Background: an optimization exercise with open tools, aiming at small area and a short achievable clock period. Do not read the settings as production practice. Only simulation tests tie the RTL to the original design; equivalence was not proved.

// ign_engine
module ign_engine (
    input  wire        clk,
    input  wire        rst,           
    input  wire        edge_in,       
    input  wire        cmd_valid,     
    input  wire [2:0]  cmd_op,
    input  wire [31:0] cmd_data,
    output wire [1:0]  spark,         
    output reg  [1:0]  sync_state,    
    output reg  [1:0]  phase,         
    output wire        busy,
    output reg         ign_en,
    output reg  [1:0]  tidx,
    output reg  [1:0]  ref_idx,
    output reg  [15:0] rps,
    output reg  [15:0] rpm
);
Settings: LEC_CHECK=0, CAP_MARGIN=20, CORE_MARGIN=2, CORE_UTILIZATION=30, PLACE_DENSITY=0.4, SLEW_MARGIN=20; clock period 420.0 ns.
run.sh (not shown) runs the stock make flow with config.mk's settings and CLKGATE_MAP_FILE= SYNTH_SCRIPT=/design/flow/synth_recipe.tcl, a recipe that flattens the netlist after the stock synthesis.
The baseline went through all stages and came out clean.
Next try:
Settings changed: ABC_AREA set to 1.
Outcome: Flip-flop and latch count is unchanged. Fmax increases by 1.0%. Register-to-register slack gains 7.5 ns. Worst hold slack is worse by 0.010 ns. Die area is lower by 0.83%. Area after synthesis falls by 0.84%. Non-clock buffer count came out lower by 50. Via count goes up by 0.96%.

* * *

Setup of v45:
ign_engine, a different RTL version from the one above (not shown whole).
For scale: roughly 6400 cells after synthesis, ~470 flip-flops, roughly 83 I/O pins, ~0.050 sq mm of cells after synthesis.
clock: 420.0 ns
lec_check: 0
abc_area: 1
cap_margin: 20
core_margin: 2
core_utilization: 30
cts_buf_list: sky130_fd_sc_hd__clkbuf_4
cts_cluster_size: 20
place_density: 0.4
slew_margin: 20
[inputs] v16 vs v45
Settings: CTS_CLUSTER_SIZE removed (was 20); CTS_BUF_LIST removed (was sky130_fd_sc_hd__clkbuf_4).
--- outcome ---
| depth of the most critical reg-to-reg path | v45 vs v16 | ≈ equal |
Sequential share of the synthesized area: v16 vs v45, no meaningful difference
Across v16 and v45, none had a timing, DRC or antenna violation.
Re total grt overflow: no difference whatsoever between v16 and v45.
Setup changes, v16 to v5
Settings: a change of CORE_UTILIZATION from 30 to 70; a change of PLACE_DENSITY from 0.4 to 0.8.
## What came out
- v5 vs. v16: logic depth of the worst setup path including buffers decreased 3; finished layout cell area decreased 3.3%; final critical-path required period decreased 0.088 ns; final instance count without filler cells decreased 1260; total die area decreased 57%.
- Non-clock buffer count: v5 < v16
- On share of the cycle needed by the critical path after routing, v5 and v16 are basically level.
- When v5 is set beside v16, its maximum fanout encountered on the critical timing path turns out to be 12 larger.
[inputs] v55 vs v5
Settings: swapping 70 for 50 in CORE_UTILIZATION; swapping 0.8 for 0.6 in PLACE_DENSITY.
Notes after the runs:
From v5 to v55 the numbers moved as follows: met2 demand-to-capacity share in global routing -15 points; worst reg-to-reg path cell count -about 1%. When the final numbers for v55 and v5 were put side by side, the initial antenna violation count turned out to be greater in v5. As far as maximum frequency from static timing analysis is concerned, v55 and v5 perform about the same. Clock period minus final worst setup slack up 0.20 ns in v55 wrt v5. Final design instance area without fill deteriorates in v55 relative to v5. On v55: full die area is about 40% higher than what v5 gave. Changes observed in v55 relative to v5: layout overhead on the synthesized area rose by 0.89 points, final weighted congestion in routability-driven placement fell by 0.047. Against v5, v55 reports a final wirelength that is higher. v55 ended up with X[19]$_DFF_P_ as its endpoint of the worst setup timing path; v5 ended up with X[33]$_DFF_P_.

* * *

Setup of run 1:
Another version of the RTL of ign_engine (not shown whole).
For scale: about 470 flip-flops.
export LEC_CHECK = 0
export ABC_AREA = 1
export CAP_MARGIN = 0
export CORE_MARGIN = 2
export CORE_UTILIZATION = 70
export CTS_BUF_LIST = sky130_fd_sc_hd__clkbuf_16
export CTS_CLUSTER_DIAMETER = 80
export CTS_CLUSTER_SIZE = 20
export PLACE_DENSITY = 0.8
export SLEW_MARGIN = 0
create_clock -name core_clock -period 420.0 [get_ports {clk}]
For run 2, these inputs were changed with respect to run 1:
- CORE_UTILIZATION: 70 -> 80
- SLEW_MARGIN: 0 -> 20
- PLACE_DENSITY: 0.8 -> 0.9
- CAP_MARGIN: 0 -> 20
Findings:
Changes observed in run 2 relative to run 1: number of cells on the worst reg-to-reg path -about 0.8%; hold slack +0.0081 ns; final setup slack of the worst path -0.41 ns; clock skew +0.011 ns.
Run 2 vs run 1: growth of design area from synthesis to finish down
Cmp run 2 and run 1 / met1 track demand over resource / lower: run 1
From run 1 to run 2 the numbers moved as follows: clock-buffer cell count fell 2; routed wire length rose 4.4%; global-route usage over all layers rose 6.6 points; die boundary width fell about 6%.
What run 3 does differently from run 2 at the input level:
- CTS_CLUSTER_DIAMETER: 80 -> 100
- CORE_UTILIZATION: 80 -> 70
- PLACE_DENSITY: 0.9 -> 0.8
- CTS_CLUSTER_SIZE: 20 -> 30
Findings:
- Of run 2 and run 3, run 2 shows the lower tapcell count, with run 3 above it.
- Any difference in multi-input logic portion of the cell area between run 3 and run 2 is small enough to ignore.
- Run comparison: run 2 destination of the critical timing path cnt0[13]; run 3 destination of the critical timing path cnt0[8]
- ~same cell area in run 2 and run 3
Inputs modified between run 3 and run 4:
- CTS_CLUSTER_SIZE: 30 -> 20
- CTS_CLUSTER_DIAMETER: 100 -> 80
- GPL_TIMING_DRIVEN: unset -> 0
Notes after the runs:
Compared with run 3, in run 4 buffers plus inverters on the worst setup path held steady, post-placement cell area grew by about 1.5%, length of routed met3 wiring grew by 9.6%.
Run 4 against run 3: via count went up by 2.2%, multi-input combinational area share went down by 0.97 points, number of nets in the finished design went up by 123.
> inputs changed (run 4 -> run 5)
- a deleted GPL_TIMING_DRIVEN that had been 0
Notes after the runs:
No run among run 5 and run 4 stopped early or left any final violation; all are clean. Diff run 4 -> run 5 | design area | down slightly. Compared with run 4, wire length in run 5 decreased by a little under 10%. Run 5 vs run 4, path depth of the worst reg2reg path went down by 9.2%. Sort run 5 and run 4 by register-to-register slack asc -> top: run 4. Diff run 4 -> run 5: share of cell area taken by multi-input logic gates saw an increase; buffer and inverter count on the worst path saw little to no change; hold slack saw a decrease. Relative to run 4, post-placement setup slack increased by 0.64 ns in run 5. Layout overhead on the synthesized area on run 5 is down relative to run 4.

[re-timing with driven ports]
No port has a modelled driver above. Below, the same layouts with a new extraction and two added sets of constraints.
Step 1 (the two cells are an assumption about what drives the block):
set clk [get_ports {clk}]
set_driving_cell -lib_cell sky130_fd_sc_hd__clkbuf_16 $clk
set_driving_cell -lib_cell sky130_fd_sc_hd__buf_2 [delete_from_list [all_inputs] $clk]
Step 2 adds t to the input delays and takes it off the output delays; t is the mean of the earliest and latest rising clock arrival at the registers after step 1. Input paths then give back, and output paths get back, about the clock's delay inside the block.
Slacks: ideal / step 1 / step 2; pairs: ideal / step 1.
run | shift t [ns] | setup WS [ns] | worst hold slack (ns)
the first run of note 1 | 0.760 | 331.100 / 331.100 / 331.100 | 0.461 / 0.461 / 0.461
the second run of note 1 | 0.756 | 331.989 / 332.041 / 331.284 | 0.451 / 0.451 / 0.451
v45 | 1.149 | 333.238 / 333.288 / 332.139 | 0.455 / 0.455 / 0.455
v16 | 0.728 | 332.837 / 332.890 / 332.162 | 0.454 / 0.454 / 0.454
v5 | 0.685 | 332.925 / 332.974 / 332.289 | 0.458 / 0.458 / 0.458
v55 | 0.717 | 332.720 / 332.769 / 332.052 | 0.450 / 0.450 / 0.450
run 1 | 0.699 | 333.417 / 333.465 / 332.766 | 0.499 / 0.499 / 0.499
run 2 | 0.698 | 333.011 / 333.049 / 332.351 | 0.507 / 0.507 / 0.507
run 3 | 0.668 | 333.350 / 333.386 / 332.718 | 0.502 / 0.502 / 0.502
run 4 | 0.681 | 332.703 / 332.744 / 332.063 | 0.508 / 0.508 / 0.508
run 5 | 0.704 | 333.341 / 333.390 / 332.686 | 0.500 / 0.500 / 0.500
After both steps setup and hold are still met in every run listed. The setup slack of v45, which loses most, moves by +0.050 ns with the drivers and by -1.099 ns with both steps.
